What follows belongs to an exercise in optimizing a design on an open flow for small area, a short achievable clock period and few clock cycles per item; a production flow would make more cautious choices.

run a:
==> flow/design.v (excerpt) <==
module csa20_alu (
    input  wire        clk,
    input  wire        rst,           
    input  wire        in_valid,
    output wire        in_ready,
    input  wire [3:0]  in_ctl,
    input  wire [19:0] in_a,
    input  wire [19:0] in_b,
    output reg         out_valid,
    output reg  [39:0] out_result,
    output reg         cc_ov,
    output reg         cc_uf,
    output reg         cc_dz
);
clock: 12.0 ns
lec_check: 0
cap_margin: 20
cell_pad_in_sites_detail_placement: 1
cell_pad_in_sites_global_placement: 2
core_margin: 2
core_utilization: 40
place_density: 0.5
slew_margin: 20
tns_end_percent: 100
standard.sh (not shown) runs the stock make flow with config.mk's settings and CLKGATE_MAP_FILE= SYNTH_SCRIPT=/design/flow/synth_recipe.tcl, a recipe that flattens the netlist after the stock synthesis.
==> flow/flow/run.sh <==
#!/bin/bash
set -euo pipefail
export SETUP_SLACK_MARGIN=7.5
export BUFFER_PORTS_ARGS="-buffer_cell sky130_fd_sc_hd__buf_1"
bash standard.sh > standard.log 2>&1
For run b, these inputs were changed with respect to run a:
diff --git a/flow/design.v b/flow/design.v
--- a/flow/design.v
+++ b/flow/design.v
@@ -24,25 +24,25 @@
     reg        first;        
     reg [3:0]  cnt;          
     reg [3:0]  octl;         
     reg        f_sub;        
     reg        f_cin;        
     reg        f_as;         
     reg [19:0] oa;           
     reg [19:0] ob;           
     reg        z1_one, z1_two, z1_neg;      
     reg        z2_one, z2_two, z2_neg, z2_low, zc;
     reg        sa, sb;       
     reg        dzero;        
-    reg        rred;         
+    reg        rred, rred2;  
     assign in_ready = ready;
     wire in_mul = (in_ctl == OP_MUL);
     wire in_div = (in_ctl == OP_DIV);
     wire in_sub = (in_ctl == OP_SUB);
     wire in_rot = (in_ctl == OP_ROL) | (in_ctl == OP_ROR);
     wire in_big = (|in_b[19:5]) | (in_b[4] & (in_b[3] | in_b[2]));
     wire [19:0] dx     = in_a ^ {20{in_a[19]}};                  
     wire [19:0] mm     = in_b ^ {20{in_b[19]}};
     wire        m_sml  = (mm[18:3] == 16'd0);                
     wire [2:0]  dskip  = (|mm[18:17]) ? 3'd7 : (|mm[18:15]) ? 3'd6 : (|mm[18:13]) ? 3'd5 :
                          (|mm[18:11]) ? 3'd4 : (|mm[18:9])  ? 3'd3 : (|mm[18:7])  ? 3'd2 :
                          (|mm[18:5])  ? 3'd1 : 3'd0;
@@ -115,36 +115,33 @@
     end
     wire [19:0] q_fix = (ob ^ {20{inv_q}}) + {19'd0, inc_q};
     wire c20    = sx[20] ^ ax[20] ^ bx[20];                
     wire b_nz   = |oa;
     wire add_ov = f_sub ? (c20 & b_nz) : c20;
     wire [18:0] ua   = ob[18:0];
     wire [18:0] ub   = oa[18:0] ^ {19{f_sub}};
     wire [18:0] up   = ua ^ ub;
     wire [18:0] ug   = ua | ub;
     wire        uz   = (up[0] == f_cin) & (up[18:1] == ug[17:0]);
     wire add_uf = sx[21] & (~sx[19] | uz);
     wire [5:0]  nsum  = oa[5:2] + oa[9:6] + oa[13:10] + oa[17:14] + {4'd0, oa[19:18]};
-    wire [4:0]  nsum2 = nsum[3:0] + {3'd0, nsum[5:4]};
     reg  [2:0]  bj;
+    integer k;
     always @(*) begin
-        case (nsum2)
-            5'd0, 5'd5, 5'd10, 5'd15: bj = 3'd0;
-            5'd1, 5'd6, 5'd11, 5'd16: bj = 3'd1;
-            5'd2, 5'd7, 5'd12, 5'd17: bj = 3'd2;
-            5'd3, 5'd8, 5'd13, 5'd18: bj = 3'd3;
-            default:                  bj = 3'd4;
-        endcase
+        bj = 3'd0;
+        for (k = 0; k < 64; k = k + 1)
+            if (oa[7:2] == k[5:0]) bj = k % 5;
     end
-    wire [19:0] oa_red = {15'd0, bj, oa[1:0]};             
+    wire [19:0] oa_red1 = {12'd0, nsum, oa[1:0]};
+    wire [19:0] oa_red2 = {15'd0, bj, oa[1:0]};            
     wire        sh_left = (octl == OP_SLL) | (octl == OP_SLA) | (octl == OP_ROL);
     wire        sh_big  = (|oa[19:5]) | (oa[4] & (oa[3] | oa[2]));    
     wire [1:0]  sc      = oa[1:0];
     wire [2:0]  sj      = oa[4:2];                           
     wire [1:0]  rc = sh_left ? sc : (2'd0 - sc);
     reg  [2:0]  rj;
     always @(*) begin
         if (sh_left)
             rj = sj;
         else if (sc != 2'd0)
             rj = 3'd4 - sj;
         else
@@ -218,27 +215,32 @@
             drun      <= 1'b0;
             dfix      <= 1'b0;
             out_valid <= 1'b0;
             cc_ov     <= 1'b0;
             cc_uf     <= 1'b0;
             cc_dz     <= 1'b0;
         end else begin
             out_valid <= 1'b0;
             pend      <= 1'b0;
             dfix      <= 1'b0;
             if (pend & rred) begin
                 rred  <= 1'b0;
+                rred2 <= 1'b1;
+                pend  <= 1'b1;
+                oa    <= oa_red1;
+            end else if (pend & rred2) begin
+                rred2 <= 1'b0;
                 pend  <= 1'b1;
                 ready <= 1'b1;
-                oa    <= oa_red;
+                oa    <= oa_red2;
             end else if (pend) begin
                 out_valid <= 1'b1;
                 if (f_as) begin
                     cc_ov <= add_ov;
                     cc_uf <= add_uf;
                 end
             end
             if (mrun) begin
                 first <= 1'b0;
                 cnt   <= cnt + 4'd1;
                 {z1_one, z1_two, z1_neg} <= bn0;
                 {z2_one, z2_two, z2_neg} <= bn1;
@@ -278,22 +280,23 @@
                     {z2_one, z2_two, z2_neg} <= bl1;
                     z2_low <= bl1[0];
                     zc     <= bl1[0];
                 end else begin
                     {z1_one, z1_two, z1_neg} <= 3'b101;
                     {z2_one, z2_two, z2_neg} <= 3'b100;
                     z2_low <= in_div & ~in_b[19];
                     zc     <= 1'b0;
                 end
                 first <= 1'b1;
                 cnt   <= ~in_div ? 4'd0 : m_sml ? 4'd14 : {1'b0, dskip};
                 rred  <= in_rot & in_big;
+                rred2 <= 1'b0;
                 if (in_valid) begin
                     pend  <= ~in_mul & ~in_div;
                     mrun  <= in_mul;
                     drun  <= in_div;
                     ready <= ~in_mul & ~in_div & ~(in_rot & in_big);
                 end
             end
         end
     end
 endmodule
Notes after the runs:
Run b | status: complete | timing, DRC, antenna: pass
Delta (run b minus run a): met3 layer usage reported by global route shows an increase of 1.2 points; flip-flop and latch count higher; mux cell area share after synthesis picked up an extra 0.88 points.
The lower amount of wire on met3 after detailed routing came out of run a.
Fmax: run a and run b compared, higher one is run b
No functional check of the RTL was part of any run of this note.

==> re-timing with driven ports <==
The results above use ideal ports. As a check the final layouts listed here were re-extracted and re-timed, cells and wires unchanged.
Step 1: set_driving_cell puts a clkbuf_16 on clk and a buf_2 on each other input, an assumption about the parent block.
Step 2 moves the port delays by t, midway between the first and last clock arrival at a register: inputs arrive t later, outputs are due t later. That takes back most of the time a late clock gives input paths.
Slacks: ideal / step 1 / step 2; pairs: ideal / step 1.
run | t (ns) | setup WS [ns] | hold WS [ns]
run a | 0.466 | 7.197 / 7.197 / 6.952 | 0.481 / 0.481 / 0.481
run b | 0.536 | 7.293 / 7.293 / 6.981 | 0.485 / 0.485 / 0.485
After both steps setup and hold are still met in every run listed. The setup slack of run b, which loses most, moves by 0.000 ns with the drivers and by -0.312 ns with both steps.
